What follows belongs to an exercise in optimizing a design on an open flow for small area, a short achievable clock period and few clock cycles per item; a production flow would make more cautious choices. At most, simulation tests tie the RTL to the original design; equivalence was not proved. Power figures rest on the tool's default switching activity, not on a simulated workload.

## trial 49
==> flow/design.v (excerpt) <==
module fsync_refmgr (
    input  wire        clk,
    input  wire        rst,
    input  wire        cmd_valid,
    output wire        cmd_ready,
    input  wire [31:0] cmd,
    output reg         done,
    output reg  [7:0]  status_code,
    output reg  [7:0]  last_opc,
    output reg  [31:0] result0,
    output reg  [31:0] result1,
    output reg         direction,
    output reg  [1:0]  p_refs,
    output reg  [1:0]  ref_count,
    output reg  [15:0] ref0,
    output reg  [15:0] ref1,
    output reg  [1:0]  prep_count,
    output reg  [15:0] prep0,
    output reg  [15:0] prep1,
    output reg  [4:0]  ring_count,
    output reg  [31:0] next_display,
    output reg  [5:0]  evq_count
);
    localparam MAX_REFS = 2;
    localparam RING_CAP = 16;
    localparam EVQ_CAP  = 32;
    localparam OP_NOP        = 8'h00;
    localparam OP_RESET      = 8'h01;
    localparam OP_EV_POP     = 8'h02;
    localparam OP_SET_DIR    = 8'h40;
  ...
Size: roughly 3100 cells after synthesis, about 46000 um^2 of cells after synthesis.
clock: 8.0 ns
lec_check: 0
cap_margin: 20
core_margin: 2
core_utilization: 60
setup_slack_margin: 5
slew_margin: 20
run.sh (not shown) runs the stock make flow with config.mk's settings and CLKGATE_MAP_FILE= SYNTH_SCRIPT=/design/flow/synth_recipe.tcl, a recipe that flattens the netlist after the stock synthesis.
Relative to trial 49, the following input files were edited for build 98:
-- flow/design.v --
<<< trial 49, line 211
    wire evq_room2 = (evq_count <= 6'd30);
    wire [6:0] evq_need = {1'b0, evq_count} + {2'b00, ring_count};
    wire evq_room_drain = (evq_need <= 7'd31);                   
    wire ring_full = ring_count[4];
    wire hit0 = (ref_count != 2'd0) && (ref0 == frame);
>>> build 98, line 211
    wire evq_room2 = (evq_count <= 6'd30);
    wire [6:0] evq_need = {1'b0, evq_count} + {2'b00, ring_count};
    reg  [6:0] room;
    wire evq_room_drain = !room[6];
    wire ring_full = ring_count[4];
    wire hit0 = (ref_count != 2'd0) && (ref0 == frame);
<<< trial 49, line 221
    assign evq_pop = exec && op_pop && !evq_empty;
    reg  [31:0] pop_disp;
    wire [4:0]  nd_skip = (direction && refb) ? ring_count : 5'd0;
    wire [31:0] nd_next = next_display + {27'd0, nd_skip} + 32'd1;
    always @(*) begin
        evq_push      = 1'b0;
>>> build 98, line 222
    assign evq_pop = exec && op_pop && !evq_empty;
    reg  [31:0] pop_disp;
    wire [31:0] nd_inc  = next_display + 32'd1;
    wire [31:0] nd_ring = next_display + {27'd0, ring_count} + 32'd1;
    always @(*) begin
        evq_push      = 1'b0;
<<< trial 49, line 284
            next_display <= 32'd0;
            pop_disp     <= 32'd0;
        end else begin
            done  <= exec;
>>> build 98, line 285
            next_display <= 32'd0;
            pop_disp     <= 32'd0;
            room         <= 7'd31;
        end else begin
            done  <= exec;
<<< trial 49, line 306
                    next_display <= 32'd0;
                    pop_disp     <= 32'd0;
                end
                if (op_pop) begin
>>> build 98, line 308
                    next_display <= 32'd0;
                    pop_disp     <= 32'd0;
                    room         <= 7'd31;
                end
                if (op_pop) begin
<<< trial 49, line 314
                    end else begin
                        evq_count <= evq_count - 6'd1;
                        result0   <= {2'b00, evq_head[16], !evq_head[16], 12'd0, evq_head[15:0]};
                        if (evq_head[16]) begin
>>> build 98, line 317
                    end else begin
                        evq_count <= evq_count - 6'd1;
                        room      <= room + 7'd1;
                        result0   <= {2'b00, evq_head[16], !evq_head[16], 12'd0, evq_head[15:0]};
                        if (evq_head[16]) begin
<<< trial 49, line 363
                        status_code <= ST_EVQ_FULL;
                    end else begin
                        if (upd_rel)
                            evq_count <= evq_count + 6'd1;
                        if (refb && fld) begin
                            if (ref_count == MAX_REFS) begin
>>> build 98, line 367
                        status_code <= ST_EVQ_FULL;
                    end else begin
                        if (upd_rel) begin
                            evq_count <= evq_count + 6'd1;
                            room      <= room - 7'd1;
                        end
                        if (refb && fld) begin
                            if (ref_count == MAX_REFS) begin
<<< trial 49, line 384
                end
                if (op_post) begin
                    if (!post_ok) begin
                        status_code <= !direction || refb ? ST_EVQ_FULL : ST_RING_FULL;
                    end else if (!direction) begin
                        evq_count    <= evq_count + 6'd1;
                        next_display <= nd_next;
                        result0      <= 32'd1;
                        result1      <= nd_next;
                    end else if (!refb) begin
                        ring_count <= ring_count + 5'd1;
>>> build 98, line 390
                end
                if (op_post) begin
                    if (post_ok)
                        room <= room - 7'd1;
                    if (!post_ok) begin
                        status_code <= !direction || refb ? ST_EVQ_FULL : ST_RING_FULL;
                    end else if (!direction) begin
                        evq_count    <= evq_count + 6'd1;
                        next_display <= nd_inc;
                        result0      <= 32'd1;
                        result1      <= nd_inc;
                    end else if (!refb) begin
                        ring_count <= ring_count + 5'd1;
<<< trial 49, line 399
                        ring_count   <= 5'd0;
                        xfer         <= ring_count;
                        next_display <= nd_next;
                        result0      <= {27'd0, ring_count} + 32'd1;
                        result1      <= nd_next;
                    end
                end
>>> build 98, line 407
                        ring_count   <= 5'd0;
                        xfer         <= ring_count;
                        next_display <= nd_ring;
                        result0      <= {27'd0, ring_count} + 32'd1;
                        result1      <= nd_ring;
                    end
                end
<<< trial 49, line 411
                    end else begin
                        evq_count <= evq_count + (fld ? 6'd2 : 6'd1);
                        rel2p     <= fld;
                        if (hit0)
>>> build 98, line 419
                    end else begin
                        evq_count <= evq_count + (fld ? 6'd2 : 6'd1);
                        room      <= room - (fld ? 7'd2 : 7'd1);
                        rel2p     <= fld;
                        if (hit0)
[summary]
Build 98 has completed all stages; timing, DRC and antenna checks passed.
As far as sequential share of cell area is concerned, build 98 and trial 49 perform about the same.
Across both runs, number of gates resized after cts was lower for build 98 than for trial 49.
Worst-path cell with the longest stage delay = fa_2: trial 49; worst-path cell with the longest stage delay = dfxtp_4: build 98
Looking at critical path start-end classification, the reg2out result is from build 98; the reg2reg one comes from trial 49.
NOTE: met2 layer wire length in the routed design in build 98 exceeds that of trial 49
On build 98: post-placement worst setup slack is 190 ps lower than what trial 49 gave.
Build 98 against trial 49: estimated wirelength of the detail-placed design went up by 7800 um, final-layout clock buffer total saw an increase, number of nets in the layout grew by 180.
From trial 49 to build 98 the numbers moved as follows: path length in cells of the critical path went down by 12, global-route usage shows an increase of 1.5 points.
Build 98 leaves more setup margin than trial 49.
Summary of the comparison: effective utilization at floorplan is lower in build 98, relative to trial 49.
Diff build 98..trial 49 | residual DRC count | unchanged
What trial 49 reported for via count has to be multiplied by 1.05 to get the figure for build 98.
Logic gate share of total power, build 98 and trial 49: larger value in build 98
Testbench counts of build 98, summed over its fixed seeds: cycles 18,671, commands 18,562.
Function not checked in trial 49: the RTL went through the layout flow alone.

## separate check: timing with driven ports
The results above use ideal ports. As a check the final layouts listed here were re-extracted and re-timed, cells and wires unchanged.
Step 1 assumes that a clkbuf_16 drives the clock port and a buf_2 every other input.
Step 2 also shifts input and output timing later by t, the mid clock arrival at the registers, as if the neighbouring blocks saw the same clock.
a / b / c = ideal / step 1 / step 2; a / b = the first two.
run	t (ns)	setup WS [ns]	hold slack, ns	clock arrival spread, ns
trial 49	0.748	4.886 / 4.886 / 4.313	0.437 / 0.437 / 0.437	0.033 / 0.033
build 98	0.748	4.975 / 4.903 / 4.383	0.411 / 0.411 / 0.411	0.046 / 0.045
After both steps setup and hold are still met in every run listed. For build 98, which loses most, drivers alone change the setup slack by -0.072 ns; drivers and shift together by -0.592 ns.
